Context: an optimization exercise on an open-source flow, tuned for small area. The choices shown serve that exercise and are no tape-out recipe. Function was checked by simulation only, so behaviour that the tests miss may differ from the original. Power figures rest on the tool's default switching activity, not on a simulated workload.

**flow/flow/run.sh**
```bash
#!/bin/bash
# Standard layout with three changes:
#  - synthesis maps all logic, adders included, with an area-oriented ABC script
#    (flow/area.abc) instead of mapping adders to adder cells first;
#    everything else is the standard flow's own synthesis script, so the registers are the same;
#  - the port buffers are plain buf_1 cells;
#  - constant outputs share one tie cell per value.
set -euo pipefail
W=$(pwd)
{
  head -n 1 synth_recipe.tcl
  echo 'set ::env(ADDER_MAP_FILE) ""'
  echo "proc abc {args} {"
  echo "  set i [lsearch -exact \$args -script]"
  echo "  if {\$i >= 0} { lset args [expr {\$i + 1}] {$W/flow/area.abc} }"
  echo "  yosys abc {*}\$args"
  echo "}"
  tail -n +2 synth_recipe.tcl
} > my_synth.tcl
bash standard.sh "SYNTH_SCRIPT=$W/my_synth.tcl" 'BUFFER_PORTS_ARGS=-buffer_cell sky130_fd_sc_hd__buf_1' SKIP_REPAIR_TIE_FANOUT=1 finish > make_finish.log 2>&1
```
**flow/flow/area.abc**
```
strash
fraig
dc2
dch -f
amap
```
**flow/standard.sh**
```bash
#!/bin/bash
# synth_recipe.tcl (not shown) runs the flow's synth.tcl, then flattens the netlist and writes it again
# the make line also repeats each setting of config.mk as NAME=value (left out here)
make -C /OpenROAD-flow-scripts/flow DESIGN_CONFIG=/design/flow/config.mk WORK_HOME=/design/flow/orfs CLKGATE_MAP_FILE= SYNTH_SCRIPT=/design/flow/synth_recipe.tcl "${@:-finish}"
```
**flow/config.mk**
```make
export PLATFORM = sky130hd
export DESIGN_NAME = xge
export DESIGN_NICKNAME = xge
export VERILOG_FILES = /design/flow/design.v
export SDC_FILE = /design/flow/constraint.sdc
export NUM_CORES = 4
export LEC_CHECK = 0
export CAP_MARGIN = 20
export CORE_MARGIN = 2
export CORE_UTILIZATION = 40
export CTS_CLUSTER_DIAMETER = 100
export CTS_CLUSTER_SIZE = 24
export SLEW_MARGIN = 20
```
**flow/constraint.sdc**
```tcl
create_clock -name core_clock -period 11.0 [get_ports {clk}]
set_input_delay 2.2000 -clock core_clock [delete_from_list [all_inputs] [get_ports {clk}]]
set_output_delay 2.2000 -clock core_clock [all_outputs]
set_load 0.01 [all_outputs]
```
**flow/design.v**
```verilog
module xge (
    input  wire         clk,
    input  wire         rst,             
    input  wire         cmd_valid,
    output wire         cmd_ready,
    input  wire [95:0]  cmd,
    input  wire         tp_connected,    
    input  wire         rx_avail,        
    output wire         resp_valid,
    output reg  [31:0]  resp,
    output wire         tx_valid,
    input  wire         tx_ready,
    output wire [159:0] tx_data,         
    input  wire [31:0]  tx_status,       
    output wire         rx_req,
    input  wire         rx_ack,
    input  wire [3:0]   rx_len,          
    input  wire [63:0]  rx_data,         
    output reg          fb_valid,
    output wire [7:0]   fb_tag
);
    localparam [7:0] OP_SETBTN    = 8'h01, OP_SETDPAD  = 8'h02, OP_SETDPAD4 = 8'h03,
                     OP_SETTRIG   = 8'h04, OP_SETJOY   = 8'h05, OP_SETJOYD  = 8'h06,
                     OP_SETJOYX   = 8'h07, OP_SETJOYY  = 8'h08, OP_SETJOYDIG= 8'h09,
                     OP_RELALL    = 8'h0A, OP_RESET    = 8'h0B, OP_SETRANGE = 8'h0C,
                     OP_SETAUTO   = 8'h0D, OP_SETCB    = 8'h0E, OP_SEND     = 8'h0F,
                     OP_RECV      = 8'h10, OP_RDRPT    = 8'h11, OP_RDFB     = 8'h12,
                     OP_RDSTAT    = 8'h13, OP_RDRANGE  = 8'h14;
    localparam [3:0] ST_IDLE = 4'd0,  ST_INIT = 4'd1,  ST_P0  = 4'd2,  ST_CMP  = 4'd3,
                     ST_PRE  = 4'd4,  ST_LG   = 4'd5,  ST_ADJ = 4'd6,  ST_DIV  = 4'd7,
                     ST_ROT  = 4'd8,  ST_WT   = 4'd9,  ST_TX  = 4'd10, ST_RX   = 4'd11,
                     ST_RESP = 4'd12, ST_RXW = 4'd13;
    localparam [3:0] C_NONE = 4'd0, C_BTN  = 4'd1, C_RELALL = 4'd2, C_RESET = 4'd3,
                     C_TRIG = 4'd4, C_STKX = 4'd5, C_STKY   = 4'd6, C_STKXY = 4'd7,
                     C_STKD = 4'd8, C_RDRPT = 4'd9;
    reg  [3:0]   st;
    reg  [4:0]   ph;             
    reg  [1:0]   pc;             
    reg  [4:0]   it;             
    reg  [3:0]   cls;
    reg  [1:0]   rk;             
    reg          inv;            
    reg          ay;             
    reg  [127:0] rmn, rmx;       
    reg  [94:0]  ch;             
    reg  [31:0]  d0;             
    reg  [15:0]  d1;             
    reg          rd;             
    reg          c1, c2;         
    reg          sgn;            
    reg          zf;             
    reg          clox, chix, cloy, chiy;   
    reg          lb;             
    reg          qv;             
    reg          chg;            
    reg  [2:0]   player;
    reg  [7:0]   rumble_l, rumble_s;
    reg  [3:0]   ledpat;
    reg          dirty, autosend, cb_en;
    assign tx_data    = {48'd0, ch[94:11], 1'b0, ch[10:0], 8'h14, 8'h00};
    assign tx_valid   = (st == ST_TX);
    assign rx_req     = (st == ST_RX);
    assign resp_valid = (st == ST_RESP);
    assign fb_tag     = resp[7:0];      
    wire [7:0]  op   = cmd[31:24];
    wire [7:0]  ctrl = cmd[23:16];
    wire        p    = cmd[0];
    wire [31:0] opa  = cmd[63:32];
    wire [31:0] opb  = cmd[95:64];
    wire [4:0]  rb   = cmd[4:0];         
    wire ph0  = (ph == 5'd0);
    wire ph31 = (ph == 5'd31);
    wire is_trig = (ctrl == 8'd15) || (ctrl == 8'd16);
    wire is_joy  = (ctrl == 8'd17) || (ctrl == 8'd18);
    wire is_rng  = is_trig || is_joy;
    wire is_dpad = (ctrl >= 8'd11) && (ctrl <= 8'd14);
    wire [1:0] kk = ctrl[1:0] + 2'd1;    
    reg        btn_ok;
    reg  [3:0] bidx;
    always @(*) begin
        btn_ok = 1'b1; bidx = 4'd0;
        case (ctrl)
            8'd0:  bidx = 4'd12;
            8'd1:  bidx = 4'd13;
            8'd2:  bidx = 4'd14;
            8'd3:  bidx = 4'd15;
            8'd4:  bidx = 4'd8;
            8'd5:  bidx = 4'd9;
            8'd6:  bidx = 4'd5;
            8'd7:  bidx = 4'd4;
            8'd8:  bidx = 4'd6;
            8'd9:  bidx = 4'd7;
            8'd10: bidx = 4'd10;
            8'd11: bidx = 4'd0;
            8'd12: bidx = 4'd1;
            8'd13: bidx = 4'd2;
            8'd14: bidx = 4'd3;
            8'd17: bidx = 4'd6;
            8'd18: bidx = 4'd7;
            default: btn_ok = 1'b0;
        endcase
    end
    wire btn_wr   = ((op == OP_SETBTN) && btn_ok) || ((op == OP_SETDPAD) && is_dpad);
    wire btn_trig = (op == OP_SETBTN) && is_trig;
    wire rd_rot   = (op == OP_RDRPT) && (rb >= 5'd2) && (rb <= 5'd13);
    reg [3:0] dcls;
    always @(*) begin
        dcls = C_NONE;
        case (op)
            OP_SETBTN:    if (btn_ok) dcls = C_BTN; else if (is_trig) dcls = C_TRIG;
            OP_SETDPAD:   if (is_dpad) dcls = C_BTN;
            OP_SETDPAD4:  dcls = C_BTN;
            OP_SETTRIG:   if (is_trig) dcls = C_TRIG;
            OP_SETJOY:    if (is_joy) dcls = C_STKXY;
            OP_SETJOYX:   if (is_joy) dcls = C_STKX;
            OP_SETJOYY:   if (is_joy) dcls = C_STKY;
            OP_SETJOYD, OP_SETJOYDIG: if (is_joy) dcls = C_STKD;
            OP_RELALL:    dcls = C_RELALL;
            OP_RESET:     dcls = C_RESET;
            OP_RDRPT:     if (rd_rot) dcls = C_RDRPT;
            default: ;
        endcase
    end
    wire c_trig  = (cls == C_TRIG);
    wire c_resc  = c_trig || (cls == C_STKX) || (cls == C_STKY) || (cls == C_STKXY);
    wire c_xy    = (cls == C_STKXY);
    wire c_clr   = (st == ST_INIT) || (cls == C_RESET);
    wire [4:0] idx = {ph[4] & (op != OP_SETJOYD), ph[3:0]};
    wire mA = opa[idx];
    wire mB = opb[idx];
    wire vb = (ay && c_xy) ? mB : mA;
    wire [3:0] mins = {rmn[96], rmn[64], rmn[32], rmn[0]};
    wire [3:0] maxs = {rmx[96], rmx[64], rmx[32], rmx[0]};
    wire cmin = mins[rk];
    wire cmax = maxs[rk];
    wire sd   = rk[0];            
    wire [4:0] off  = c_trig ? {1'b1, sd, 3'b000} : {ay, 4'b0000};
    wire [4:0] base = c_trig ? {~sd, ~sd, 3'b000} : {~ay, 4'b0000};    
    wire fld  = c_trig ? (ph[4] && (ph[3] == sd)) : (ph[4] == ay);
    wire ffst = c_trig ? (ph[2:0] == 3'd0) : (ph[3:0] == 4'd0);
    wire flst = c_trig ? (ph[2:0] == 3'd7) : (ph[3:0] == 4'd15);
    wire clmp_x = clox | chix;
    wire clmp_y = cloy | chiy;
    wire more_y = c_xy && !ay && !clmp_y;    
    wire csi  = ph0 ? 1'b1 : c1;
    wire span = cmax ^ ~cmin ^ csi;
    wire cso  = (cmax & ~cmin) | (cmax & csi) | (~cmin & csi);
    wire in_p0 = (st == ST_P0);
    wire tapk  = c_trig ? (d0[8] & ~(ph[4] & ph[3])) : (d0[16] & ~ph[4]);
    wire nz    = c_trig ? (|d0[7:0]) : (|d0[15:0]);
    wire ad    = in_p0 ? vb : d0[0];
    wire bd    = in_p0 ? cmin : tapk;
    wire cdi   = ph0 ? (in_p0 | ~nz) : c1;
    wire dif   = ad ^ ~bd ^ cdi;
    wire cdo   = (ad & ~bd) | (ad & cdi) | (~bd & cdi);
    wire sub  = ~sgn;
    wire ar   = ph0 ? lb : rd;
    wire br   = span ^ sub;
    wire cri  = ph0 ? sub : c2;
    wire rs   = ar ^ br ^ cri;
    wire cro  = (ar & br) | (ar & cri) | (br & cri);
    wire ac   = in_p0 ? vb : mA;
    wire bc   = in_p0 ? cmax : mB;
    wire cci  = ph0 ? 1'b1 : c2;
    wire cco  = (ac & ~bc) | (ac & cci) | (~bc & cci);
    wire sgc  = ac ^ ~bc ^ cco;         
    wire sgd  = vb ^ ~cmin ^ cdo;       
    wire zer  = (ph0 | zf) & ~dif;      
    wire q0   = resp[0];
    wire ins  = qv && (ph == it);       
    wire dtap = c_trig ? (sd ? d0[8] : d0[16]) : (ay ? d0[16] : d0[0]);
    wire snc  = ffst ? 1'b0 : zf;
    wire lgb  = dtap ^ snc;
    wire       f_up = cmd[0], f_dn = cmd[1], f_lt = cmd[2], f_rt = cmd[3], f_socd = cmd[4];
    wire [3:0] dc   = {f_socd ? (f_rt & ~f_lt) : f_rt,
                       f_socd ? (f_lt & ~f_rt) : f_lt,
                       f_socd ? (f_dn & ~f_up) : f_dn,
                       f_up};
    wire top = (ph[3:0] == 4'd15);
    wire dgx = (f_lt ^ f_rt) & (f_rt ^ top);
    wire dgy = (f_up ^ f_dn) & (f_up ^ top);
    wire [3:0] rbm2 = rb[3:0] - 4'd2;
    reg  [7:0] fbv;
    always @(*) begin
        case (cmd[1:0])
            2'd0: fbv = {5'd0, player};
            2'd1: fbv = rumble_l;
            2'd2: fbv = rumble_s;
            default: fbv = {4'd0, ledpat};
        endcase
    end
    reg pbit;
    always @(*) begin
        case (op)
            OP_SETBTN, OP_SETDPAD: pbit = btn_wr && (ph[4] ? (ph[3:0] == bidx) : p);
            OP_SETDPAD4: pbit = (ph[3:2] == 2'd0) && (ph[4] || dc[ph[1:0]]);
            OP_SETJOYD:  pbit = is_joy && ((ph[4] ? mB : mA) ^ top);
            OP_SETJOYDIG: pbit = is_joy && ((ph[4] ? dgy : dgx) ^ top);
            OP_RDRANGE: pbit = is_rng && (p ? cmax : cmin);
            OP_RDFB:    pbit = (ph[4:3] == 2'd0) && fbv[ph[2:0]];
            OP_RDSTAT:  pbit = (ph[4:2] == 3'd0) && (ph[1] ? (ph[0] ? tp_connected : cb_en)
                                                          : (ph[0] ? autosend : dirty));
            OP_RDRPT:   pbit = rd_rot ? (ph[4:3] == rbm2[1:0]) : ((rb == 5'd1) && ((ph == 5'd2) || (ph == 5'd4)));
            default:    pbit = 1'b0;
        endcase
    end
    wire skip11 = (pc == 2'd0) && (ph == 5'd11);    
    wire cho  = ch[0] & ~skip11;
    wire stk  = !c_trig;
    wire sv   = (ins && (pc == 2'd0)) ? ~sgn : q0;
    wire ya   = stk && ph[4];
    wire rv   = ((ya ? cloy : clox) ? 1'b0 : ((ya ? chiy : chix) ? 1'b1 : sv))
                ^ (stk && top) ^ (stk && inv);
    wire wx   = (cls != C_STKY);
    wire wy   = (cls != C_STKX);
    reg  wm, wv;
    always @(*) begin
        wm = 1'b0; wv = 1'b0;
        if (c_clr || (cls == C_RELALL)) begin
            wm = 1'b1;
        end else if (cls == C_BTN) begin
            wm = (pc == 2'd0) && !ph[4] && resp[16]; wv = q0;
        end else if (c_trig) begin
            wm = (pc == 2'd0) && ph[4] && (ph[3] == sd); wv = rv;
        end else if (c_resc || (cls == C_STKD)) begin
            wm = (pc == (sd ? 2'd2 : 2'd1)) && (ph[4] ? wy : wx); wv = rv;
        end
    end
    wire chg_n = chg | (wm & (wv ^ cho)) | (cls == C_RELALL);
    reg sin;
    always @(*) begin
        sin = q0;
        case (st)
            ST_INIT, ST_RXW: sin = 1'b0;
            ST_PRE:  sin = pbit;
            ST_P0:   if (yop && ph[4]) sin = dif;
            ST_LG:   sin = fld ? lgb : (ins ? ~sgn : q0);
            ST_DIV:  sin = ins ? ~sgn : q0;
            ST_ROT: begin
                if (c_clr) sin = 1'b0;
                else if (cls == C_RDRPT) sin = (pc == it[3:2]) ? (q0 & cho) : q0;
                else if (pc == 2'd2) sin = 1'b0;
                else if (ins) sin = ~sgn;
            end
            default: ;
        endcase
    end
    wire rot   = (st == ST_ROT) || (st == ST_INIT);
    wire rinit = rot && c_clr;
    wire rwr   = (st == ST_PRE) && (op == OP_SETRANGE) && clox;    
    wire dtmin_j = (ph >= 5'd15);
    wire dtmax_t = (ph < 5'd8);
    wire dtmax_j = (ph < 5'd15);
    reg  [3:0] nmin, nmax;
    always @(*) begin
        nmin = mins; nmax = maxs;
        if (rinit) begin
            nmin = {dtmin_j, dtmin_j, 1'b0, 1'b0};
            nmax = {dtmax_j, dtmax_j, dtmax_t, dtmax_t};
        end else if (rwr) begin
            nmin[rk] = mA;
            nmax[rk] = mB;
        end
    end
    wire swap = (st == ST_LG) && c_xy && ay;
    reg  d0i;
    always @(*) begin
        case (st)
            ST_P0, ST_ADJ: d0i = dif;
            ST_DIV:        d0i = rs;
            ST_LG:         d0i = swap ? (ph[4] ? q0 : d1[0]) : d0[0];
            default:       d0i = d0[0];
        endcase
    end
    wire yop = in_p0 && c_xy && ay;   
    wire last_pre = (st == ST_PRE) || (in_p0 && !(c_xy && ay));
    wire acc = last_pre && ph31;
    assign cmd_ready = acc;
    always @(posedge clk) begin
        rmn <= {nmin[3], rmn[127:97], nmin[2], rmn[95:65], nmin[1], rmn[63:33], nmin[0], rmn[31:1]};
        rmx <= {nmax[3], rmx[127:97], nmax[2], rmx[95:65], nmax[1], rmx[63:33], nmax[0], rmx[31:1]};
        d0  <= {d0i, d0[31:1]};
        d1  <= {(yop && !ph[4]) ? dif : d1[0], d1[15:1]};
        rd  <= d0[0];
        c1  <= (st == ST_DIV) ? cso : cdo;
        c2  <= (st == ST_DIV) ? cro : cco;
        if (rot && !skip11) ch <= {wm ? wv : cho, ch[94:1]};
        if ((st == ST_TX) && tx_ready && (cls == C_NONE)) resp <= tx_status;
        else begin
            resp <= {sin, resp[31:1]};
            if ((st == ST_RX) && rx_ack) resp[11:0] <= {rx_len, rx_data[7:0]};
        end
    end
    always @(posedge clk) begin
        if (rst) begin
            st       <= ST_INIT;
            ph       <= 5'd0;
            pc       <= 2'd0;
            cls      <= C_NONE;
            fb_valid <= 1'b0;
        end else begin
            ph       <= ph + 5'd1;
            fb_valid <= 1'b0;
            if (in_p0) zf <= zer;
            if (st == ST_LG) zf <= snc | dtap;
            if (st == ST_ROT && !c_clr && (cls != C_RDRPT)) chg <= chg_n;
            case (st)
            ST_IDLE: begin
                if (cmd_valid && ph31) begin
                    cls  <= dcls;
                    rk   <= kk;
                    qv   <= 1'b0;
                    inv  <= ((op == OP_SETJOYX) || (op == OP_SETJOYY)) && p;
                    ay   <= (op == OP_SETJOY) || (op == OP_SETJOYY);
                    chg  <= 1'b0;
                    pc   <= 2'd0;
                    it   <= {1'b0, rbm2};
                    clox <= btn_trig && !p;
                    chix <= btn_trig && p;
                    cloy <= 1'b0;
                    chiy <= 1'b0;
                    if ((op == OP_SETTRIG && is_trig) ||
                        ((op == OP_SETJOY || op == OP_SETJOYX || op == OP_SETJOYY) && is_joy))
                        st <= ST_P0;
                    else if (op == OP_SETRANGE)
                        st <= ST_CMP;
                    else
                        st <= ST_PRE;
                end
            end
            ST_CMP: begin
                if (ph31) begin
                    clox <= is_rng && sgc;
                    st  <= ST_PRE;
                end
            end
            ST_P0, ST_PRE: begin
                if (ph31) begin
                    if (in_p0) begin
                        if (ay) begin cloy <= sgd | zer; chiy <= ~sgc; end
                        else    begin clox <= sgd | zer; chix <= ~sgc; end
                    end
                    if (!acc) begin
                        ay <= 1'b0;                  
                    end else if (c_resc) begin
                        if (!(ay ? ((in_p0 & (sgd | zer | ~sgc)) | clmp_y)
                                 : ((in_p0 & (sgd | zer | ~sgc)) | clmp_x)))
                            st <= ST_LG;
                        else if (c_xy && !ay && !clmp_y) begin
                            ay <= 1'b1;
                            st <= ST_LG;
                        end else
                            st <= ST_ROT;
                    end else if (cls != C_NONE)
                        st <= ST_ROT;
                    else if ((op == OP_SEND) && dirty)
                        st <= ST_TX;
                    else if ((op == OP_RECV) && rx_avail)
                        st <= ST_RX;
                    else
                        st <= ST_RESP;
                end
            end
            ST_LG: begin
                if (flst && fld) lb <= lgb;
                if (ph31) begin
                    qv <= 1'b0;
                    it <= base;
                    st <= ST_ADJ;
                end
            end
            ST_ADJ: begin
                if (ph31) begin
                    sgn <= 1'b0;
                    st  <= ST_DIV;
                end
            end
            ST_DIV: begin
                if (ph == it) lb <= resp[30];
                if (ph31) begin
                    sgn <= d0[0] ^ sub ^ cro;
                    qv  <= 1'b1;
                    it  <= it - 5'd1;
                    if (it == {off[4:1], 1'b1}) begin
                        if (more_y) begin
                            ay <= 1'b1;
                            st <= ST_LG;
                        end else
                            st <= ST_ROT;
                    end
                end
            end
            ST_ROT, ST_INIT: begin
                if (ph31) begin
                    pc <= pc + 2'd1;
                    if (pc == 2'd2) begin
                        if (st == ST_INIT) st <= ST_IDLE;
                        else if (cls == C_RDRPT) st <= ST_WT;
                        else if (chg_n && autosend && !c_clr) st <= ST_TX;
                        else st <= ST_RESP;
                    end
                end
            end
            ST_WT: begin
                if (ph == {it[1:0] - 2'd1, 3'b111}) st <= ST_RESP;
            end
            ST_TX: begin
                if (tx_ready) st <= ST_RESP;
            end
            ST_RX: begin
                if (rx_ack) begin
                    fb_valid <= (rx_len >= 4'd3) && cb_en;
                    it <= 5'd7;
                    st <= ST_RXW;
                end
            end
            ST_RXW: begin
                it <= it - 5'd1;
                if (it == 5'd0) st <= ST_RESP;
            end
            default: st <= ST_IDLE;      
            endcase
        end
    end
    wire srst = acc && (op == OP_RESET);
    always @(posedge clk) begin
        if (rst || srst) begin
            dirty    <= 1'b1;
            autosend <= 1'b1;
            cb_en    <= 1'b0;
            player   <= 3'd0;
            rumble_l <= 8'h00;
            rumble_s <= 8'h00;
            ledpat   <= 4'h0;
        end else begin
            if (acc && (op == OP_SETAUTO)) autosend <= p;
            if (acc && (op == OP_SETCB)) cb_en <= p;
            if ((st == ST_ROT) && ph31 && (pc == 2'd2) && chg_n && !c_clr && (cls != C_RDRPT))
                dirty <= 1'b1;
            if ((st == ST_TX) && tx_ready && !tx_status[31]) dirty <= 1'b0;
            if ((st == ST_RX) && rx_ack && (rx_len >= 4'd3)) begin
                if (rx_data[7:0] == 8'h00) begin
                    rumble_l <= rx_data[31:24];
                    rumble_s <= rx_data[39:32];
                end else if (rx_data[7:0] == 8'h01 && rx_data[23:16] <= 8'h0D) begin
                    ledpat <= rx_data[19:16];
                    if (rx_data[23:16] <= 8'h01)      player <= 3'd0;
                    else if (rx_data[23:16] <= 8'h05) player <= rx_data[18:16] - 3'd1;
                    else if (rx_data[23:16] <= 8'h09) player <= rx_data[18:16] + 3'd3;
                end
            end
        end
    end
endmodule
```
==> results.tsv, run 1 <==
stage	metric	value	unit
outcome	status	finished clean	
global_routing	largest net degree at the start of global routing	96	
timing	max-slew violations	0	
cts	Post-CTS Setup Bufs	0	
logic_synthesis	Synth top area share	47.80	%
worst_setup_path	CP most frequent cell	o21ai_0	
pwr	Pwr Total	0.003379	W
pwr	Comb power frac	8.7	%
worst_setup_path	CP Class	input port to flop	
min_path	Min-Delay Path Class	flop to flop	
final_layout	Net count, final	1847	
placement	Placer Congestion	0.9269	
pwr	NetSw	0.0008314	W
logic_synthesis	Syn Inst Count	1380	
logic_synthesis	Avg Inst Size Synth	11.56	sq um
cts	cts repair resizes	0	
route	vias	11220	
logic_synthesis	ys async rst share	0	%
final_layout	share of cells above drive strength 1	2.659	%
placement	dpl ws	3621	ps
timing	fmax	144.3	MHz
global_routing	vias in the first global route	10687	
timing	worst slew pin tran	1081	ps
pwr	leakage	6.309	nW
final_layout	fill count	3726	
timing	Final period util	63.01	%
worst_setup_path	Worst setup EP type	flop	
timing	WHS	306.6	ps
worst_setup_path	reg2reg path depth	23	
floorplanning	Die Y-Extent	203.7	microns
logic_synthesis	warnings from Yosys	1	
cts	htree depth	1	
logic_synthesis	Synth cell types	55	
cts	Longest Clk Path Bufs	3	
pwr	internal power	0.002547	W
worst_setup_path	slowest stage delay, CP	540	ps
route	DRC	0	
logic_synthesis	Yosys reg bits	494	
logic_synthesis	post-synthesis sequential area ratio	69.07	%
final_layout	final instance area	0.01802	sq mm
route	Routed WL	39.13	mm
timing	final setup TNS	0	ps
global_routing	global-route wire length before repair	59.45	mm
floorplanning	Die Span X	203.7	microns
worst_setup_path	WP data arrival	7390	ps
global_routing	antenna violations before repair	2	
pwr	Net Sw Frac	24.61	%
worst_setup_path	CP Cell Sequence	buf_1 -> or2_0 -> or3_1 -> or3_1 -> nor2_1 -> nor2_1 -> a21oi_1 -> clkinv_1 -> o22ai_1 -> nand2_1 -> o21ai_0 -> and2_0 -> nor2_1 -> o21ai_0 -> o21ai_0 -> nor2b_1 -> nand2_1 -> a21oi_1 -> nor3_1 -> o211ai_1 -> a21oi_1 -> o21ai_0	
cts	TritonCTS clock tree	done	
floorplanning	Core Region	0.03955	sq mm
timing	RSZ-0062 raised after global routing	false	
final_layout	area grow syn2layout	12.94	%
route	Via density	5.147	
floorplanning	I/O pin total	408	
pwr	Clock Power Share	29.6	%
cts	Skew-Pair Late Insertion Delay	590	ps
cts	clock sink count	494	
worst_setup_path	FF-to-FF setup slack	5050	ps
timing	minimum clock period	6932	ps
route	initial detailed-routing violation count	908	
route	Post-DRT Antenna Nets	0	
floorplanning	Core Rows	73	
cts	Reg clk slew, reported paths	90	ps
final_layout	register area	0.01102	sq mm
timing	Slew HR	27.28	%
cts	cts bufs inserted	25	
cts	CTS Root Cell	clkbuf_16	
timing	Setup Skew	35.75	ps
logic_synthesis	Post-synth EDFFs	113	
pwr	worst vdd ir	99.12	uV
logic_synthesis	synthesized area	0.01596	sq mm
worst_setup_path	RR Endpoint	st[0]	
timing	Final setup viols	0	
min_path	WHS Path Cells	0	
placement	PortBufs	299	
worst_setup_path	Crit Path Max Fanout	8	
timing	fin worst setup slack	4068	ps
route	drt first pass iters	5	
worst_setup_path	Critical Path Slowest Stage Cell	a21oi_1	
min_path	min-delay src	rmx[51]	
final_layout	Multi-input gate area	0.004005	sq mm
final_layout	n_diodes	0	
worst_setup_path	Critical Path RT	11460	ps
run	# Max-Cap Violations	0	
timing	Hold Vio Cnt, Final	0	
min_path	Hold EP	rmx[50]	
placement	detailed placement HPWL	28.73	mm
placement	Post-DP Area	0.01729	sq mm
route	WL/cell	17.95	microns
worst_setup_path	R2R Path Start	ph[1]	
floorplanning	Die ar.	0.04151	sq mm
cts	Post-CTS Hold Buffers	0	
floorplanning	Initial Utilization	40.35	%
worst_setup_path	Setup crit start kind	input port	
global_routing	Tot GR Track Use	18.30	%
logic_synthesis	Mapped Nets	1583	
logic_synthesis	cell taking the most area after synthesis	dfxtp_1	
logic_synthesis	ys flop type	dfxtp_1	
logic_synthesis	synth top area cells	dfxtp_1 (48%), edfxtp_1 (21%), nor2_1 (4.7%), buf_4 (3.5%), clkinv_1 (2.4%)	
pwr	P per Cell Area	187.5	mW/mm^2
pwr	Flop pwr share	61.7	%
global_routing	grt total ovfl	0	
-- power groups by stage --
stage          sequential, W  clock (W)  combinational [W]
2_1_floorplan        0.00217          0          0.0000966
3_3_place_gp         0.00212          0           0.000296
3_5_place_dp         0.00213          0           0.000295
4_1_cts              0.00209    0.00103           0.000296
5_1_grt              0.00211    0.00110           0.000320
6_report             0.00209    0.00100           0.000293
-- worst max path at each step --
stage	from	to	slack, ps
floorplan	cmd[31]	ay	5150
global placement	cmd[31]	st[0]	3710
detailed placement	cmd[31]	st[0]	3620
CTS	cmd[31]	st[0]	4210
global route	cmd[31]	st[0]	3750
finish	cmd[31]	st[0]	4070
-- cell families (layout without fill, tap and decap cells) --
group           count (synthesis)  count (layout)  synth area share, %
buf+inv                       178             453                5.928
flops                         494             494                69.07
xor+xnor                        1               1              0.05490
simple gates                  389             389                10.73
compound gates                316             316                14.17
other cells                     2               2              0.04707
-- Yosys cell counts (3+ instances only) --
cell / number
a2111oi_0: 7
a211oi_1: 16
a21oi_1: 36
a221oi_1: 20
a222oi_1: 3
a22o_1: 22
a22oi_1: 37
a31oi_1: 6
a32o_1: 13
a32oi_1: 3
and3_1: 3
buf_4: 74
clkinv_1: 104
dfxtp_1: 381
edfxtp_1: 113
nand2_1: 73
nand3_1: 14
nor2_1: 198
nor2b_1: 7
nor3_1: 35
nor4_1: 24
o2111ai_1: 3
o211ai_1: 8
o21a_1: 7
o21ai_0: 66
o21bai_1: 3
o221ai_1: 11
o22a_1: 4
o22ai_1: 19
o31ai_1: 4
o32a_1: 3
o32ai_1: 7
o41ai_1: 3
or2_0: 10
or3_1: 11
or4_1: 7
-- final cells by class --
type / instances / area share (%)
clock buffer: 35 / 3.798
clock inverter: 3 / 0.2638
multi-input combinational: 708 / 22.22
inverter: 104 / 2.166
sequential: 494 / 61.15
tap: 525 / 3.645
timing repair buffer: 311 / 6.749
-- metrics by stage --
stage                     util [%]  cells
final                        45.57   2180
after global routing         45.57   2180
after CTS                    45.56   2180
after detailed placement     43.71   2142
after global placement       43.71   2142
after floorplan                  -   1380
-- routing by layer --
metal	wire length, microns	up-vias	track usage, %	part of all wire [%]
met1	17170	5297	24.29	44
met2	18100	408	30.17	46
met5	11	-	0	0.028
met3	2631	82	3.196	6.7
met4	1217	2	6.335	3.1
li1	-	5431	-	-
-- worst max-delay path: cells and delay by family --
family | cells | cell delay (ps)
compound gates | 9 | 2270
simple gates | 11 | 2480
buf+inv | 2 | 420
-- sequential cells by signal (all words and copies together), names as in the netlist, 8 cells and up --
register	flops
d0	32
rumble_l	8
resp	32
rmn	128
rumble_s	8
d1	16
ch	95
rmx	128
-- placed cells by master (no fill, tap or decap), types with 8 or more instances in the layout --
cell	count
a211oi_1	16
a21oi_1	36
a221oi_1	20
a22o_1	22
a22oi_1	37
a32o_1	13
buf_1	299
buf_4	11
clkbuf_1	9
clkbuf_16	26
clkinv_1	104
dfxtp_1	381
edfxtp_1	113
nand2_1	73
nand3_1	14
nor2_1	196
nor3_1	35
nor4_1	24
o211ai_1	8
o21ai_0	66
o221ai_1	11
o22ai_1	19
or2_0	10
or3_1	11
==> run 2, diff against run 1 <==
==> flow/flow/area.abc (replaced) <==
strash
dc2
dch -f
amap
==> run 2 against run 1 <==
Against the previous run: clock-buffer cell count is 1 higher; fmax is 6.5% higher; combinational power is 22% lower; die area is 0.16% lower; non-clock buffer count is 1 lower; worst setup slack better by 420 ps; clock power is 6% lower; sequential cell count stayed put; sequential share of layout area is 0.32 points higher; via count is 0.24% higher; critical path type unchanged; critical endpoint is now st[2]; largest cell class unchanged.
==> results.tsv, run 2 <==
stage	metric	value	unit	change
floorplanning	Die Span X	203.6	microns	was 203.7 microns
final_layout	biggest regs	rmn: 128 flops, rmx: 128 flops, ch: 95 flops		unchanged
worst_setup_path	CP Class	input port to flop		unchanged
cts	cts repair resizes	0		unchanged
timing	Hold Vio Cnt, Final	0		unchanged
run	# Max-Cap Violations	0		unchanged
pwr	leakage	6.308	nW	was 6.309 nW
final_layout	area grow syn2layout	12.53	%	was 12.94%
logic_synthesis	Synth top area share	47.88	%	was 47.80%
floorplanning	I/O pin total	408		unchanged
outcome	status	finished clean		unchanged
route	vias	11247		was 11220
logic_synthesis	synthesized area	0.01593	sq mm	was 0.01596 sq mm
worst_setup_path	Crit Path Max Fanout	7		was 8
cts	Reg clk slew, reported paths	90	ps	about the same
placement	dpl ws	4035	ps	was 3621 ps
route	WL/cell	17.01	microns	was 17.95 microns
timing	fin worst setup slack	4489	ps	was 4068 ps
cts	cts bufs inserted	24		was 25
worst_setup_path	CP most frequent cell	nor2_1		was o21ai_0
logic_synthesis	Mapped Nets	1575		was 1583
timing	minimum clock period	6511	ps	was 6932 ps
cts	Longest Clk Path Bufs	3		unchanged
route	drt first pass iters	5		unchanged
global_routing	met3 Use GR	2.509	%	was 3.196%
logic_synthesis	synth top area cells	dfxtp_1 (48%), edfxtp_1 (21%), nor2_1 (4.8%), buf_4 (3.5%), clkinv_1 (2.3%)		was dfxtp_1 (48%), edfxtp_1 (21%), nor2_1 (4.7%), buf_4 (3.5%), clkinv_1 (2.4%)
route	DRC	0		unchanged
global_routing	Tot GR Track Use	17.34	%	was 18.30%
timing	fmax	153.6	MHz	was 144.3 MHz
min_path	Min-Delay Path Class	flop to flop		unchanged
placement	Placer Congestion	0.9317		was 0.9269
timing	Slew HR	33.65	%	was 27.28%
logic_synthesis	warnings from Yosys	1		unchanged
logic_synthesis	Avg Inst Size Synth	11.61	sq um	was 11.56 sq um
global_routing	met1 usage	24.61	%	was 24.29%
global_routing	antenna violations before repair	0		was 2
placement	PortBufs	299		unchanged
cts	TritonCTS clock tree	done		unchanged
timing	max-slew violations	0		unchanged
worst_setup_path	Critical Path Slowest Stage Cell	o21ai_0		was a21oi_1
timing	RSZ-0062 raised after global routing	false		unchanged
final_layout	final instance area	0.01793	sq mm	was 0.01802 sq mm
final_layout	commonest cells after routing, fill and taps aside	dfxtp_1 (381), buf_1 (299), nor2_1 (202)		was dfxtp_1 (381), buf_1 (299), nor2_1 (196)
pwr	P per Cell Area	176.9	mW/mm^2	was 187.5 mW/mm^2
floorplanning	Die Y-Extent	203.6	microns	was 203.7 microns
worst_setup_path	slowest stage delay, CP	530	ps	was 540 ps
route	initial detailed-routing violation count	937		was 908
route	Post-DRT Antenna Nets	0		unchanged
placement	Placed Cells	2133		was 2142
route	Via density	5.178		was 5.147
timing	Final period util	59.20	%	was 63.01%
logic_synthesis	Synth cell types	49		was 55
global_routing	Top Usage Layer GRT	met2		unchanged
route	Routed WL	36.95	mm	was 39.13 mm
cts	Post-CTS Setup Bufs	0		unchanged
global_routing	global-route wire length before repair	57.66	mm	was 59.45 mm
floorplanning	Core Region	0.03955	sq mm	unchanged
timing	Setup Skew	31.68	ps	was 35.75 ps
worst_setup_path	WP data arrival	6930	ps	was 7390 ps
final_layout	n_diodes	0		unchanged
final_layout	Net count, final	1837		was 1847
final_layout	Finished Layout Cells	2172		was 2180
cts	Skew-Pair Late Insertion Delay	580	ps	was 590 ps
worst_setup_path	Critical Path RT	11420	ps	was 11460 ps
logic_synthesis	Post-synth EDFFs	113		unchanged
floorplanning	Die ar.	0.04144	sq mm	was 0.04151 sq mm
floorplanning	Core Rows	73		unchanged
logic_synthesis	most frequent cell after synthesis	dfxtp_1		unchanged
logic_synthesis	Yosys reg bits	494		unchanged
worst_setup_path	Setup crit start kind	input port		unchanged
placement	Post-DP Area	0.01725	sq mm	was 0.01729 sq mm
final_layout	share of cells above drive strength 1	2.429	%	was 2.659%
timing	final setup TNS	0	ps	unchanged
logic_synthesis	cell taking the most area after synthesis	dfxtp_1		unchanged
global_routing	vias in the first global route	10583		was 10687
global_routing	grt total ovfl	0		unchanged
cts	CTS Root Cell	clkbuf_16		unchanged
logic_synthesis	ys flop type	dfxtp_1		unchanged
worst_setup_path	Worst Path Buf+Inv	3		was 2
logic_synthesis	top post-synthesis cells by count	dfxtp_1 (381), nor2_1 (204), edfxtp_1 (113), clkinv_1 (99), nand2_1 (78)		was dfxtp_1 (381), nor2_1 (198), edfxtp_1 (113), clkinv_1 (104), buf_4 (74)
cts	Post-CTS Hold Buffers	0		unchanged
cts	htree depth	1		unchanged
placement	detailed placement HPWL	27.16	mm	was 28.73 mm
global_routing	grt met2 use	27.52	%	was 30.17%
timing	Final setup viols	0		unchanged
worst_setup_path	Worst setup EP type	flop		unchanged
pwr	worst vdd ir	127.3	uV	was 99.12 uV
final_layout	commonest non-fill, non-tap cell in the layout	dfxtp_1		unchanged
logic_synthesis	post-synthesis sequential area ratio	69.18	%	was 69.07%
global_routing	largest net degree at the start of global routing	95		was 96
logic_synthesis	Syn Inst Count	1372		was 1380
worst_setup_path	crit-path leading delay family	simple AND/OR/NAND/NOR gates		unchanged
cts	clock sink count	494		unchanged
final_layout	fill count	3737		was 3726
logic_synthesis	ys async rst share	0	%	unchanged
floorplanning	Initial Utilization	40.28	%	was 40.35%
timing	worst slew pin tran	991.7	ps	was 1081 ps
worst_setup_path	CP Cell Sequence	buf_1 -> or2_0 -> or3_1 -> or3_1 -> nor2_1 -> nor2_1 -> clkinv_1 -> o21ai_0 -> o32ai_1 -> buf_4 -> o22ai_1 -> nand2_1 -> o21ai_0 -> nor2_1 -> nor2_1 -> o21ai_0 -> o21ai_0 -> nor2b_1 -> nand2_1 -> a21oi_1 -> nor2_1 -> nand2_1 -> a221oi_1 -> o32ai_1		was buf_1 -> or2_0 -> or3_1 -> or3_1 -> nor2_1 -> nor2_1 -> a21oi_1 -> clkinv_1 -> o22ai_1 -> nand2_1 -> o21ai_0 -> and2_0 -> nor2_1 -> o21ai_0 -> o21ai_0 -> nor2b_1 -> nand2_1 -> a21oi_1 -> nor3_1 -> o211ai_1 -> a21oi_1 -> o21ai_0
## run 2: changes by cell type after synthesis, sizes merged, moves of 6 or more
cell / change
a32o: -12
o21ai: -16
o22ai: +6
a22oi: -6
nor2: +6
a22o: +16
a221oi: +7
nor4: -10
a31oi: +8
## run 2: kinds of logic after synthesis
group / Yosys count / share of synthesized area [%]
and+or+nand+nor: 382 / 10.21
AOI/OAI and AO/OA: 320 / 14.69
buffers and inverters: 173 / 5.820
other: 2 / 0.04714
xor gates and xnor gates: 1 / 0.05499
DFF: 494 / 69.18
## run 2: power breakdown
part / total (W) / switching [W] / internal [W]
clock network: 0.000942 / 0.000530 / 0.000412
registers: 0.00200 / 0.0000476 / 0.00195
logic: 0.000229 / 0.000153 / 0.0000760
## run 2: area by class of cell
class / instances / area (sq um) / share of cell area (%)
repair buffers: 310 / 1209 / 6.743
clock buffers: 36 / 645.6 / 3.602
well taps: 525 / 656.9 / 3.664
inverters: 99 / 371.6 / 2.073
clock inverters: 3 / 30.03 / 0.1675
flip-flops and latches: 494 / 11020 / 61.48
multi-input cells: 705 / 3993 / 22.27
## run 2: worst paths after layout
| path | from | endpoint | slack (ps) | depth (start not counted) |
|---|---|---|---|---|
| hold reg to reg | rmx[30] | rmx[29] | 320 | 0 |
| setup / recovery | cmd[31] | st[2] | 4490 | 24 |
| setup reg to reg | ph[4] | st[2] | 5680 | 18 |
| hold / removal | rmx[30] | rmx[29] | 320 | 0 |
## run 2: routing by layer
metal  vias to the layer above  routed length, microns  part of all wire, %
met5                         -                       0                    0
met4                         0                    1075                  2.9
met3                        63                    2699                  7.3
met2                       465                   16310                   44
met1                      5326                   16860                   46
li1                       5393                       -                    -
## run 2: per-stage QoR
step	total power [W]	utilization, %	hold slack [ps]
after floorplan	0.002162	-	309.6
after global placement	0.002269	43.59	310.6
after detailed placement	0.002272	43.61	312.1
after CTS	0.003214	45.32	328.4
after global routing	0.003310	45.33	334.7
final	0.003172	45.33	322.2
==> run 3, diff against run 2 <==
--- a/flow/config.mk
+++ b/flow/config.mk
@@ -6,8 +6,8 @@
 export NUM_CORES = 4
 export LEC_CHECK = 0
-export CAP_MARGIN = 20
+export CAP_MARGIN = 0
 export CORE_MARGIN = 2
 export CORE_UTILIZATION = 40
 export CTS_CLUSTER_DIAMETER = 100
 export CTS_CLUSTER_SIZE = 24
-export SLEW_MARGIN = 20
+export SLEW_MARGIN = 0
==> run 3 against run 2 <==
Against the previous run: via count rose by 0.39%; sequential cell count did not move; critical path depth did not move; clock-buffer cell count fell by 1; wire length rose by 0.41%; cell area barely moved; global-route usage rose by 0.064 points; synthesized area did not move; critical endpoint unchanged.
==> results.tsv, run 3 <==
stage	metric	value	unit	change
logic_synthesis	synth top area cells	dfxtp_1 (48%), edfxtp_1 (21%), nor2_1 (4.8%), buf_4 (3.5%), clkinv_1 (2.3%)		unchanged
timing	minimum clock period	6527	ps	was 6511 ps
cts	Longest Clk Path Bufs	3		unchanged
timing	Slew HR	17.41	%	was 33.65%
logic_synthesis	Syn Inst Count	1372		unchanged
logic_synthesis	Mapped Nets	1575		unchanged
route	Post-DRT Antenna Nets	0		unchanged
final_layout	share of cells above drive strength 1	2.432	%	was 2.429%
timing	Setup Skew	39.99	ps	was 31.68 ps
logic_synthesis	synthesized area	0.01593	sq mm	unchanged
logic_synthesis	Synth cell types	49		unchanged
logic_synthesis	ys flop type	dfxtp_1		unchanged
final_layout	area grow syn2layout	12.46	%	was 12.53%
timing	worst slew pin tran	1234	ps	was 991.7 ps
cts	Skew-Pair Late Insertion Delay	580	ps	about the same
timing	Final setup viols	0		unchanged
cts	TritonCTS clock tree	done		unchanged
route	Routed WL	37.10	mm	was 36.95 mm
logic_synthesis	mux share of post-synthesis cell area	0	%	unchanged
route	vias	11291		was 11247
route	WL/cell	17.10	microns	was 17.01 microns
cts	CTS Root Cell	clkbuf_16		unchanged
global_routing	largest net degree at the start of global routing	95		unchanged
worst_setup_path	Critical Path RT	11420	ps	about the same
floorplanning	Initial Utilization	40.28	%	unchanged
cts	htree depth	1		unchanged
floorplanning	Die Y-Extent	203.6	microns	unchanged
logic_synthesis	Avg Inst Size Synth	11.61	sq um	unchanged
cts	cts repair resizes	0		unchanged
pwr	leakage	6.303	nW	was 6.308 nW
logic_synthesis	top post-synthesis cells by count	dfxtp_1 (381), nor2_1 (204), edfxtp_1 (113), clkinv_1 (99), nand2_1 (78)		unchanged
worst_setup_path	WP data arrival	6950	ps	was 6930 ps
pwr	worst vdd ir	111.5	uV	was 127.3 uV
floorplanning	Die ar.	0.04144	sq mm	unchanged
final_layout	fill count	3718		was 3737
route	drt first pass iters	5		unchanged
placement	dpl ws	4025	ps	was 4035 ps
global_routing	global-route wire length before repair	57.99	mm	was 57.66 mm
cts	cts bufs inserted	24		unchanged
logic_synthesis	Yosys reg bits	494		unchanged
worst_setup_path	Worst setup EP type	flop		unchanged
global_routing	vias in the first global route	10781		was 10583
timing	Final period util	59.34	%	was 59.20%
logic_synthesis	post-synthesis sequential area ratio	69.18	%	unchanged
route	DRC	0		unchanged
timing	fin worst setup slack	4473	ps	was 4489 ps
final_layout	n_diodes	0		unchanged
route	Via density	5.203		was 5.178
placement	PortBufs	299		unchanged
placement	detailed placement HPWL	27.18	mm	was 27.16 mm
min_path	Min-Delay Path Class	flop to flop		unchanged
timing	RSZ-0062 raised after global routing	false		unchanged
cts	clock sink count	494		unchanged
route	initial detailed-routing violation count	888		was 937
final_layout	biggest regs	rmn: 128 flops, rmx: 128 flops, ch: 95 flops		unchanged
global_routing	met1 usage	23.94	%	was 24.61%
run	# Max-Cap Violations	0		unchanged
global_routing	antenna violations before repair	0		unchanged
logic_synthesis	Post-synth EDFFs	113		unchanged
final_layout	Final Util	45.30	%	was 45.33%
cts	Post-CTS Hold Buffers	0		unchanged
global_routing	grt total ovfl	0		unchanged
global_routing	Tot GR Track Use	17.40	%	was 17.34%
placement	Placer Congestion	0.9317		unchanged
timing	Hold Vio Cnt, Final	0		unchanged
logic_synthesis	most frequent cell after synthesis	dfxtp_1		unchanged
floorplanning	Core Region	0.03955	sq mm	unchanged
timing	final setup TNS	0	ps	unchanged
logic_synthesis	warnings from Yosys	1		unchanged
worst_setup_path	Critical Path Slowest Stage Cell	o21ai_0		unchanged
worst_setup_path	CP most frequent cell	nor2_1		unchanged
timing	max-slew violations	0		unchanged
floorplanning	Die Span X	203.6	microns	unchanged
worst_setup_path	Crit Path Max Fanout	7		unchanged
logic_synthesis	xor/xnor share of the synthesized area	0.05498	%	unchanged
cts	Post-CTS Setup Bufs	0		unchanged
logic_synthesis	Synth top area share	47.88	%	unchanged
placement	Post-DP Area	0.01724	sq mm	was 0.01725 sq mm
floorplanning	I/O pin total	408		unchanged
worst_setup_path	slowest stage delay, CP	530	ps	about the same
final_layout	final instance area	0.01791	sq mm	was 0.01793 sq mm
final_layout	commonest non-fill, non-tap cell in the layout	dfxtp_1		unchanged
global_routing	Top Usage Layer GRT	met2		unchanged
final_layout	Net count, final	1836		was 1837
timing	fmax	153.2	MHz	was 153.6 MHz
logic_synthesis	cell taking the most area after synthesis	dfxtp_1		unchanged
cts	Reg clk slew, reported paths	90	ps	about the same
outcome	status	finished clean		unchanged
logic_synthesis	adder-cell area share of the yosys netlist	0	%	unchanged
floorplanning	Core Rows	73		unchanged
global_routing	met3 Use GR	3.036	%	was 2.509%
logic_synthesis	Synth Area in Simple Gates	10.21	%	unchanged
worst_setup_path	CP Class	input port to flop		unchanged
pwr	P per Cell Area	177.4	mW/mm^2	was 176.9 mW/mm^2
logic_synthesis	ys async rst share	0	%	unchanged
logic_synthesis	largest family of logic cells by synthesized area	compound AO/OA/AOI/OAI gates		unchanged
worst_setup_path	Setup crit start kind	input port		unchanged
global_routing	grt met2 use	27.65	%	was 27.52%
logic_synthesis	Compound-Gate Fraction of Synth Area	14.69	%	unchanged
worst_setup_path	CP Cell Sequence	buf_1 -> or2_0 -> or3_1 -> or3_1 -> nor2_1 -> nor2_1 -> clkinv_1 -> o21ai_0 -> o32ai_1 -> buf_4 -> o22ai_1 -> nand2_1 -> o21ai_0 -> nor2_1 -> nor2_1 -> o21ai_0 -> o21ai_0 -> nor2b_1 -> nand2_1 -> a21oi_1 -> nor2_1 -> nand2_1 -> a221oi_1 -> o32ai_1		unchanged
final_layout	commonest cells after routing, fill and taps aside	dfxtp_1 (381), buf_1 (299), nor2_1 (202)		unchanged
## run 3: cell counts after synthesis
No cell type changed its count.
## run 3: critical path, delay by kind of cell
family / cells / cell delay [ps]
AOI/OAI and AO/OA: 9 / 1970
and+or+nand+nor: 12 / 2380
buffers and inverters: 3 / 370
## run 3: cell families after synthesis
kind of cell	Yosys count
other	2
buffers and inverters	173
xor gates and xnor gates	1
AOI/OAI and AO/OA	320
DFF	494
and+or+nand+nor	382
## run 3: layout make-up
cell class / count / area [sq um] / area share [%]
tap: 525 / 656.9 / 3.667
multi-input combinational: 705 / 3993 / 22.29
timing repair buffer: 309 / 1197 / 6.684
sequential: 494 / 11020 / 61.52
inverter: 99 / 371.6 / 2.074
clock buffer: 35 / 645.6 / 3.604
clock inverter: 3 / 30.03 / 0.1676
## run 3: stage by stage
step / power (W) / instances / hold slack (ps)
2_1_floorplan: 0.002162 / 1372 / 309.6
3_3_place_gp: 0.002269 / 2132 / 310.6
3_5_place_dp: 0.002272 / 2132 / 312.1
4_1_cts: 0.003216 / 2170 / 326.3
5_1_grt: 0.003312 / 2170 / 330.7
6_report: 0.003178 / 2170 / 316.0
## run 3: path summary, 6_finish.rpt
path	slack [ps]	endpoint	start	depth (start not counted)
worst max-delay path	4470	st[2]	cmd[31]	24
worst min register to register	320	rmx[60]	rmx[61]	0
worst min-delay path	320	rmx[60]	rmx[61]	0
worst max register to register	5650	st[2]	ph[4]	18
## run 3: where the power goes
group          internal (W)  leakage [nW]  switching, W
Combinational     0.0000755          1.70      0.000153
Sequential          0.00195          4.28     0.0000476
Clock              0.000413         0.327      0.000537
Total               0.00244          6.30      0.000737
## run 3: layer usage
layer / wire length [microns] / part of all wire (%)
met1: 16920 / 46
met2: 16060 / 43
met3: 2783 / 7.5
met4: 1333 / 3.6
met5: 0 / 0
==> run 4, diff against run 3 <==
--- a/flow/config.mk
+++ b/flow/config.mk
@@ -10,4 +10,4 @@
 export CORE_UTILIZATION = 40
 export CTS_CLUSTER_DIAMETER = 100
-export CTS_CLUSTER_SIZE = 24
+export CTS_CLUSTER_SIZE = 27
 export SLEW_MARGIN = 0
==> run 4 against run 3 <==
Against the previous run: cell area fell by 0.24%; worst setup slack improved by 20 ps; hold slack improved by 12 ps; fmax rose by 0.30%; total power fell by 1.1%; register-to-register slack barely moved; critical endpoint unchanged; sequential share of layout area rose by 0.15 points; first-iteration DRC count rose by 7.2%; cell count barely moved; synthesized cell count did not move; still clean; highest routed layer unchanged.
==> results.tsv, run 4 <==
stage	metric	value	unit	change
route	DRC	0		unchanged
cts	cts bufs inserted	22		was 24
global_routing	antenna violations before repair	0		unchanged
final_layout	register area	0.01102	sq mm	unchanged
cts	TritonCTS clock tree	done		unchanged
placement	PortBufs	299		unchanged
worst_setup_path	CP Class	input port to flop		unchanged
final_layout	fill count	3717		was 3718
floorplanning	Die ar.	0.04144	sq mm	unchanged
pwr	leakage	6.280	nW	was 6.303 nW
floorplanning	Core Rows	73		unchanged
logic_synthesis	Mapped Nets	1575		unchanged
global_routing	grt total ovfl	0		unchanged
logic_synthesis	Synth cell types	49		unchanged
final_layout	area grow syn2layout	12.18	%	was 12.46%
pwr	P per Cell Area	176.0	mW/mm^2	was 177.4 mW/mm^2
cts	Skew-Pair Late Insertion Delay	570	ps	was 580 ps
worst_setup_path	Worst Path Buf+Inv	3		unchanged
route	highest metal used	met4		unchanged
timing	fmax	153.7	MHz	was 153.2 MHz
pwr	internal power	0.002410	W	was 0.002441 W
logic_synthesis	ys flop type	dfxtp_1		unchanged
logic_synthesis	synthesized area	0.01593	sq mm	unchanged
pwr	Net Sw Frac	23.35	%	was 23.20%
pwr	Clock Power Share	29.1	%	was 29.9%
pwr	NetSw	0.0007343	W	was 0.0007372 W
timing	worst slew pin tran	1218	ps	was 1234 ps
pwr	Pwr Total	0.003145	W	was 0.003178 W
route	WL/cell	17.13	microns	was 17.10 microns
worst_setup_path	Critical Path Slowest Stage Cell	o21ai_0		unchanged
cts	htree depth	1		unchanged
global_routing	global-route wire length before repair	58.17	mm	was 57.99 mm
logic_synthesis	Post-synth EDFFs	113		unchanged
final_layout	share of cells above drive strength 1	2.313	%	was 2.432%
outcome	status	finished clean		unchanged
logic_synthesis	post-synthesis sequential area ratio	69.18	%	unchanged
final_layout	commonest non-fill, non-tap cell in the layout	dfxtp_1		unchanged
route	metal2 WL	16.03	mm	was 16.06 mm
logic_synthesis	top post-synthesis cells by count	dfxtp_1 (381), nor2_1 (204), edfxtp_1 (113), clkinv_1 (99), nand2_1 (78)		unchanged
global_routing	largest net degree at the start of global routing	95		unchanged
final_layout	biggest regs	rmn: 128 flops, rmx: 128 flops, ch: 95 flops		unchanged
placement	Placer Congestion	0.9317		unchanged
logic_synthesis	cell taking the most area after synthesis	dfxtp_1		unchanged
global_routing	Tot GR Track Use	17.44	%	was 17.40%
route	Post-DRT Antenna Nets	0		unchanged
logic_synthesis	warnings from Yosys	1		unchanged
route	Via density	5.190		was 5.203
timing	minimum clock period	6508	ps	was 6527 ps
pwr	Comb power frac	7.3	%	was 7.2%
worst_setup_path	WP data arrival	6920	ps	was 6950 ps
route	Routed WL	37.16	mm	was 37.10 mm
worst_setup_path	CP most frequent cell	nor2_1		unchanged
worst_setup_path	Worst setup EP type	flop		unchanged
timing	Slew HR	18.53	%	was 17.41%
logic_synthesis	Yosys reg bits	494		unchanged
final_layout	Finished Layout Cells	2169		was 2170
route	drt first pass iters	5		unchanged
cts	Longest Clk Path Bufs	3		unchanged
final_layout	Net count, final	1834		was 1836
floorplanning	Core Region	0.03955	sq mm	unchanged
route	wire length on met1	16.93	mm	was 16.92 mm
final_layout	Multi-input gate area	0.003993	sq mm	unchanged
floorplanning	Die Span X	203.6	microns	unchanged
cts	Post-CTS Hold Buffers	0		unchanged
worst_setup_path	Crit Path Max Fanout	7		unchanged
floorplanning	Initial Utilization	40.28	%	unchanged
run	# Max-Cap Violations	0		unchanged
worst_setup_path	Setup crit start kind	input port		unchanged
timing	WHS	328.0	ps	was 316.0 ps
final_layout	commonest cells after routing, fill and taps aside	dfxtp_1 (381), buf_1 (299), nor2_1 (202)		unchanged
pwr	worst vdd ir	85.47	uV	was 111.5 uV
logic_synthesis	ys async rst share	0	%	unchanged
route	met3 WL	2.969	mm	was 2.783 mm
worst_setup_path	slowest stage delay, CP	520	ps	was 530 ps
timing	Final period util	59.16	%	was 59.34%
cts	Reg clk slew, reported paths	100	ps	was 90 ps
worst_setup_path	CP Cell Sequence	buf_1 -> or2_0 -> or3_1 -> or3_1 -> nor2_1 -> nor2_1 -> clkinv_1 -> o21ai_0 -> o32ai_1 -> buf_4 -> o22ai_1 -> nand2_1 -> o21ai_0 -> nor2_1 -> nor2_1 -> o21ai_0 -> o21ai_0 -> nor2b_1 -> nand2_1 -> a21oi_1 -> nor2_1 -> nand2_1 -> a221oi_1 -> o32ai_1		unchanged
placement	detailed placement HPWL	27.18	mm	unchanged
cts	clock sink count	494		unchanged
logic_synthesis	synth top area cells	dfxtp_1 (48%), edfxtp_1 (21%), nor2_1 (4.8%), buf_4 (3.5%), clkinv_1 (2.3%)		unchanged
cts	CTS Root Cell	clkbuf_16		unchanged
worst_setup_path	Critical Path RT	11410	ps	was 11420 ps
timing	final setup TNS	0	ps	unchanged
placement	Placed Cells	2132		unchanged
pwr	Flop pwr share	63.6	%	was 62.9%
logic_synthesis	most frequent cell after synthesis	dfxtp_1		unchanged
timing	max-slew violations	0		unchanged
cts	Post-CTS Setup Bufs	0		unchanged
logic_synthesis	Synth top area share	47.88	%	unchanged
cts	cts repair resizes	0		unchanged
timing	RSZ-0062 raised after global routing	false		unchanged
route	initial detailed-routing violation count	952		was 888
logic_synthesis	Syn Inst Count	1372		unchanged
timing	Final setup viols	0		unchanged
timing	Setup Skew	27.97	ps	was 39.99 ps
route	vias	11257		was 11291
floorplanning	I/O pin total	408		unchanged
timing	Hold Vio Cnt, Final	0		unchanged
worst_setup_path	crit-path leading delay family	simple AND/OR/NAND/NOR gates		unchanged
global_routing	vias in the first global route	10813		was 10781
logic_synthesis	Avg Inst Size Synth	11.61	sq um	unchanged
min_path	Min-Delay Path Class	flop to flop		unchanged
floorplanning	Die Y-Extent	203.6	microns	unchanged
## run 4: cell type report
class                      count  area share [%]
tap                          525           3.676
clock inverter                 4          0.2310
antenna                        1         0.01400
clock buffer                  32           3.291
multi-input combinational    705           22.34
sequential                   494           61.67
inverter                      99           2.079
timing repair buffer         309           6.700
## run 4: metal layers
metal	up-vias	global-route usage (%)
met5	-	0
met4	0	5.865
met3	80	3.388
met2	475	27.66
met1	5316	23.96
li1	5386	-
## run 4: worst paths after layout
check	startpoint	cells past startpoint	endpoint	slack, ps
worst max-delay path	cmd[31]	24	st[2]	4490
worst min-delay path	rmn[93]	0	rmn[92]	330
worst max register to register	ph[4]	18	st[2]	5660
worst min register to register	rmn[93]	0	rmn[92]	330
## run 4: power groups by stage
| stage | Combinational [W] | Sequential (W) | Clock, W |
|---|---|---|---|
| after floorplan | 0.0000953 | 0.00207 | 0 |
| after global placement | 0.000226 | 0.00204 | 0 |
| after detailed placement | 0.000227 | 0.00205 | 0 |
| after CTS | 0.000228 | 0.00201 | 0.000948 |
| after global routing | 0.000252 | 0.00201 | 0.00101 |
| final | 0.000228 | 0.00200 | 0.000915 |
## run 4: worst register-to-register path: stages (launching register included)
cell,delay [ps]
dfxtp_1,800
clkinv_1,710
nor2_1,350
clkinv_1,150
o22a_1,330
o22ai_1,290
nand2_1,110
o21ai_0,160
and2_0,210
nor2_1,70
o21ai_0,520
o21ai_0,230
nor2b_1,220
nand2_1,70
a21oi_1,90
nor2_1,240
nand2_1,110
a221oi_1,380
o32ai_1,150
## run 4: kinds of logic (layout without fill, tap and decap cells)
logic type / Yosys count / after routing / share of synthesized area, %
buf+inv: 173 / 444 / 5.820
other cells: 2 / 3 / 0.04714
xor+xnor: 1 / 1 / 0.05499
simple gates: 382 / 382 / 10.21
flops: 494 / 494 / 69.18
compound gates: 320 / 320 / 14.69
## run 4: metrics by stage
stage	util [%]	cell area [sq um]	setup slack, ps
2_1_floorplan	-	15930	4956
3_3_place_gp	43.59	17240	4078
3_5_place_dp	43.59	17240	4025
4_1_cts	45.18	17870	4602
5_1_grt	45.18	17870	4142
6_report	45.19	17870	4492

separate check: timing with driven ports:
In the flow no input, the clock included, has a driving cell. The finished layouts below were timed again as built, in two steps. Step 1 sets driving cells, clkbuf_16 on the clock port and buf_2 on the other inputs (assumed; they add their load-dependent delay and slew). Step 2 also shifts input and output timing later by t, the mid clock arrival at the registers, as if the neighbouring blocks saw the same clock. Slacks: ideal ports / drivers / drivers and shift; pairs: ideal ports / drivers.
| run | t, ns | setup WS [ns] | worst hold slack (ns) | slew at the worst register clock pin (ns) | worst data-port slew with drivers (ns) |
|---|---|---|---|---|---|
| run 1 | 0.621 | 4.068 / 4.100 / 3.480 | 0.307 / 0.307 / 0.307 | 0.10 / 0.10 | 0.07 |
| run 2 | 0.609 | 4.489 / 4.516 / 3.907 | 0.322 / 0.322 / 0.322 | 0.12 / 0.12 | 0.09 |
| run 3 | 0.609 | 4.473 / 4.502 / 3.892 | 0.316 / 0.316 / 0.316 | 0.12 / 0.12 | 0.09 |
| run 4 | 0.601 | 4.492 / 4.522 / 3.921 | 0.328 / 0.328 / 0.328 | 0.11 / 0.11 | 0.09 |
After both steps setup and hold are still met in every run listed. For run 1, which loses most, drivers alone change the setup slack by +0.032 ns; drivers and shift together by -0.588 ns.
